This design comes from an exercise in tuning for small area, a short achievable clock period and few clock cycles per item on the open sky130 flow, not from production work.
Function was checked by simulation only, so behaviour that the tests miss may differ from the original.
The clock port is modelled as an ideal driver; clocking choices that lean on that would not hold on a real chip.

== indigo ==
## li_block_engine
module li_block_engine (
  input  wire         clk,
  input  wire         rst,         
  input  wire         start,       
  input  wire         decrypt,     
  input  wire [127:0] blk_in,
  input  wire [6:0]   rounds,      
  input  wire [5:0]   ca_steps,    
  input  wire         nbhd,        
  input  wire         toroidal,
  input  wire [31:0]  rule_base,
  output wire [6:0]   rk_idx,
  input  wire [127:0] rk,
  output wire         ready,
  output wire         done,
  output wire [127:0] blk_out
);
Size: ~11000 cells after synthesis, ~800 flip-flops, ~440 I/O pins, about 0.11 mm2 of cells after synthesis.
export LEC_CHECK = 0
export ABC_CLOCK_PERIOD_IN_PS = 3000
export CAP_MARGIN = 20
export CORE_MARGIN = 2
export CORE_UTILIZATION = 50
export PLACE_DENSITY = 0.6
export SETUP_SLACK_MARGIN = 5
export SLEW_MARGIN = 20
create_clock -name core_clock -period 10.0 [get_ports {clk}]
run.sh (not shown) runs the stock make flow with config.mk's settings and CLKGATE_MAP_FILE= SYNTH_SCRIPT=/design/flow/synth_recipe.tcl, a recipe that flattens the netlist after the stock synthesis.
Having completed the whole flow, indigo delivered a layout that passed the timing, DRC and antenna checks.
Testbench counts of indigo, summed over its fixed seeds: cycles 99,556, blocks 3,200.
--- input diff indigo..umber ---
- a change of ABC_CLOCK_PERIOD_IN_PS from 3000 to 4000
Results
umber was carried through to the last stage, and its layout satisfied the timing, DRC and antenna checks.
Global-route usage came out exactly the same in umber and indigo.
Status: core box area parity (umber, indigo)
Number of gates resized after cts of indigo is on par with umber.
Between umber and indigo, the net count of the mapped netlist figures differ only marginally.
Reported for umber and indigo, mux contribution to synthesized area turned out identical to the last digit.
As far as chip height goes, indigo and umber are indistinguishable; the numbers are identical.
Diff umber..indigo | first-pass GRT wire length | unchanged
Here is what was changed in the inputs of raven compared with umber.
- SETUP_SLACK_MARGIN removed (was 5)
==> flow/flow/run.sh (new file) <==
#!/bin/bash
# The standard layout (standard.sh), run in two parts:
#  1. synthesis to clock-tree synthesis, setup repair aiming at 5 ns of slack
#     on the 10 ns clock, then one more repair pass through ORFS's
#     POST_CTS_TCL hook (flow/post_cts.tcl);
#  2. global route to the end, its setup repair aiming at 5.3 ns of slack.
# make's output goes to standard_1.log and standard_2.log; each ORFS step
# keeps its own log under orfs/logs.
set -euo pipefail
export POST_CTS_TCL="$PWD/flow/post_cts.tcl"
SETUP_SLACK_MARGIN=5 bash standard.sh cts > standard_1.log 2>&1
SETUP_SLACK_MARGIN=5.3 bash standard.sh > standard_2.log 2>&1
==> flow/flow/post_cts.tcl (new file) <==
# Sourced by ORFS cts.tcl after its own repair, before 4_1_cts.odb is written.
# One more setup repair: aim at 6 ns of slack on the 10 ns clock, at most 700
# moves, no gate cloning; then legalize the placement again.
log_cmd repair_timing -setup -setup_margin 6 -repair_tns 100 -max_iterations 700 \
  -skip_gate_cloning -verbose
set result [catch { detailed_placement } msg]
if { $result != 0 } {
  error "Detailed placement failed after the extra repair: $msg"
}
check_placement -verbose
report_worst_slack
report_design_area
==> flow/standard.sh (new file) <==
#!/bin/bash
# synth_recipe.tcl (not shown) runs the flow's synth.tcl, then flattens the netlist and writes it again
# the make line also repeats each setting of config.mk as NAME=value (left out here)
make -C /OpenROAD-flow-scripts/flow DESIGN_CONFIG=/design/flow/config.mk WORK_HOME=/design/flow/orfs CLKGATE_MAP_FILE= SYNTH_SCRIPT=/design/flow/synth_recipe.tcl "${@:-finish}"
removed: flow/run.sh
Notes after the runs:
- raven completed; timing, DRC and antenna clean
- raven ended with more routed length on met3 than umber.
- Sort raven and umber by arrival time of data at the critical path endpoint desc -> top: umber
- On shortest period the worst path allows, the higher figure sits with umber, not raven.
- Looking at raven and umber, the hold slack is a wash.
- raven vs. umber: maximum frequency +about 8%; fraction of the cycle the final worst path needs now sits lower.
Input changes introduced in lagoon (baseline for comparison: raven):
- TNS_END_PERCENT now 10, previously not set
### Flow results
lagoon reports its critical path launch point as st[34] while raven reports st[7].
[compare] base=raven new=lagoon: buffers plus inverters on the worst setup path lost 2, mean number of vias per cell saw little to no change.
Delta (lagoon minus raven): utilization went down; headroom to the max-slew limit lost 7.4 points; wire length shrank by 3900 um.
Re total of fill cells in the finished design: lagoon and raven aren't equal, and the lower value belongs to raven.
Design area went down by a few percent going from raven to lagoon.
Modified inputs, maple compared to lagoon
- TNS_END_PERCENT no longer set, was 10
- SLEW_MARGIN now 40, was 20
- SETUP_SLACK_MARGIN now 5, previously not set
- CAP_MARGIN now 40, was 20
==> flow/flow/run.sh <==
#!/bin/bash
# The standard layout (standard.sh, every step) with one more setup-repair
# pass at the end of clock-tree synthesis, through ORFS's POST_CTS_TCL hook
# (flow/post_cts.tcl).  make's output goes to standard.log; each ORFS step
# keeps its own log under orfs/logs.
set -euo pipefail
export POST_CTS_TCL="$PWD/flow/post_cts.tcl"
bash standard.sh > standard.log 2>&1
==> run summary <==
- Compared with lagoon, maple shows buffer count excluding the clock tree in the final layout lower by 72.
- Wire length (higher): lagoon
- Max final design instance area without fill across lagoon and maple: lagoon
- Compared with lagoon, in maple total number of cells along the worst setup path higher; number of rows created at floorplan roughly the same; largest fanout on the critical path went up 3.
- Startpoint of the worst setup timing path: st[102] -> maple, st[34] -> lagoon
Edits applied to the flow inputs when going from maple to ember:
- SLEW_MARGIN: 40 -> 0
- CAP_MARGIN: 40 -> 0
==> run summary <==
ember does worse than maple on maximum clock frequency.
Setup slack in ember is smaller than in maple.
Multi-input logic area delta (maple -> ember): insignificant
Looking at signed area change from the synthesized netlist to the final layout across ember and maple, the one that comes out lower is maple.

========
run a:
li_block_engine again, from the RTL that the note above started with.
Design li_block_engine, start of the top module:
module li_block_engine (
  input  wire         clk,
  input  wire         rst,         
  input  wire         start,       
  input  wire         decrypt,     
  input  wire [127:0] blk_in,
  input  wire [6:0]   rounds,      
  input  wire [5:0]   ca_steps,    
  input  wire         nbhd,        
  input  wire         toroidal,
  input  wire [31:0]  rule_base,
  output wire [6:0]   rk_idx,
  input  wire [127:0] rk,
  output wire         ready,
  output wire         done,
  output wire [127:0] blk_out
);
  function automatic [7:0] phi(input [7:0] x);
    begin
      phi[0] = x[0] ^ x[2];
      phi[1] = x[1] ^ x[2] ^ x[5] ^ x[6] ^ x[7];
      phi[2] = x[3];
      phi[3] = x[1] ^ x[3] ^ x[6] ^ x[7];
      phi[4] = x[1] ^ x[5] ^ x[7];
      phi[5] = x[2] ^ x[3];
      phi[6] = x[1] ^ x[4] ^ x[6] ^ x[7];
      phi[7] = x[5] ^ x[7];
    end
  endfunction
  function automatic [7:0] phiinv(input [7:0] x);
    begin
      phiinv[0] = x[0] ^ x[2] ^ x[5];
      phiinv[1] = x[4] ^ x[7];
      phiinv[2] = x[2] ^ x[5];
      phiinv[3] = x[2];
      phiinv[4] = x[2] ^ x[3] ^ x[6];
      phiinv[5] = x[1] ^ x[3] ^ x[5];
  ...
==> flow/config.mk <==
export PLATFORM = sky130hd
export DESIGN_NAME = li_block_engine
export DESIGN_NICKNAME = li_block_engine
export VERILOG_FILES = /design/flow/design.v
export SDC_FILE = /design/flow/constraint.sdc
export NUM_CORES = 8
export LEC_CHECK = 0
export ABC_CLOCK_PERIOD_IN_PS = 4000
export CAP_MARGIN = 20
export CORE_MARGIN = 2
export CORE_UTILIZATION = 50
export PLACE_DENSITY = 0.6
export SETUP_SLACK_MARGIN = 5
export SLEW_MARGIN = 20
==> flow/constraint.sdc <==
create_clock -name core_clock -period 10.0 [get_ports {clk}]
set_input_delay 2.0000 -clock core_clock [delete_from_list [all_inputs] [get_ports {clk}]]
set_output_delay 2.0000 -clock core_clock [all_outputs]
set_load 0.01 [all_outputs]
standard.sh (not shown) runs the stock make flow with config.mk's settings and CLKGATE_MAP_FILE= SYNTH_SCRIPT=/design/flow/synth_recipe.tcl, a recipe that flattens the netlist after the stock synthesis.
==> flow/flow/run.sh <==
#!/bin/bash
# The standard layout (standard.sh, every step) with one more setup-repair
# pass at the end of clock-tree synthesis, through ORFS's POST_CTS_TCL hook
# (flow/post_cts.tcl).  make's output goes to standard.log; each ORFS step
# keeps its own log under orfs/logs.
set -euo pipefail
export POST_CTS_TCL="$PWD/flow/post_cts.tcl"
bash standard.sh > standard.log 2>&1
==> flow/flow/post_cts.tcl <==
# Sourced by ORFS cts.tcl after its own repair, before 4_1_cts.odb is written.
# One more setup repair: aim at 6 ns of slack on the 10 ns clock, at most 700
# moves, no gate cloning; then legalize the placement again.
log_cmd repair_timing -setup -setup_margin 6 -repair_tns 100 -max_iterations 700 \
  -skip_gate_cloning -verbose
set result [catch { detailed_placement } msg]
if { $result != 0 } {
  error "Detailed placement failed after the extra repair: $msg"
}
check_placement -verbose
report_worst_slack
report_design_area
Per the final summary, run a finished and its layout is clean on timing, DRC and antenna.
Testbench counts of run a, summed over its fixed seeds: cycles 99,556, blocks 3,200.
#### Input delta (run b over run a)
Settings: CORE_UTILIZATION: 50 -> 40; PLACE_DENSITY: 0.6 -> 0.5.
==> comparison <==
[compare] base=run a new=run b: area overhead of the layout relative to synthesis now sits higher; number of buffers other than clock buffers in the final layout went down by about 2.4%; via count -890.
The lower detailed-router iteration count before antenna repair of run b and run a is in run a.
Register clock-pin slew on the reported worst setup and hold paths was lower in run b than in run a.
Compared with run a, placement density in the core of run b is lower.
Number of global-route vias before repair (higher): run a

-- port drivers added, routing unchanged --
Ports are ideal in the flow. The routed layouts listed here were re-timed in OpenROAD. Step 1 (the two cells are an assumption about what drives the block):
set clk [get_ports {clk}]
set_driving_cell -lib_cell sky130_fd_sc_hd__clkbuf_16 $clk
set_driving_cell -lib_cell sky130_fd_sc_hd__buf_2 [delete_from_list [all_inputs] $clk]
Step 2 moves the port delays by t, midway between the first and last clock arrival at a register: inputs arrive t later, outputs are due t later. That takes back most of the time a late clock gives input paths. Slacks: ideal / step 1 / step 2; pairs: ideal / step 1.
run | t, ns | slack for setup (ns) | worst setup path at the end | cell pins on the clock port's net
indigo | 0.891 | 4.829 / 4.829 / 4.829 | register to register | 1
umber | 0.891 | 4.829 / 4.829 / 4.829 | register to register | 1
raven | 0.891 | 5.210 / 5.210 / 5.210 | register to register | 1
lagoon | 0.913 | 5.037 / 5.037 / 5.037 | register to register | 1
maple | 0.901 | 5.082 / 5.082 / 5.082 | register to register | 1
ember | 0.900 | 4.993 / 4.993 / 4.993 | register to register | 1
run a | 0.889 | 5.114 / 5.114 / 5.114 | register to register | 1
run b | 0.972 | 5.067 / 5.067 / 5.067 | register to register | 1
After both steps every run listed still meets setup and hold.
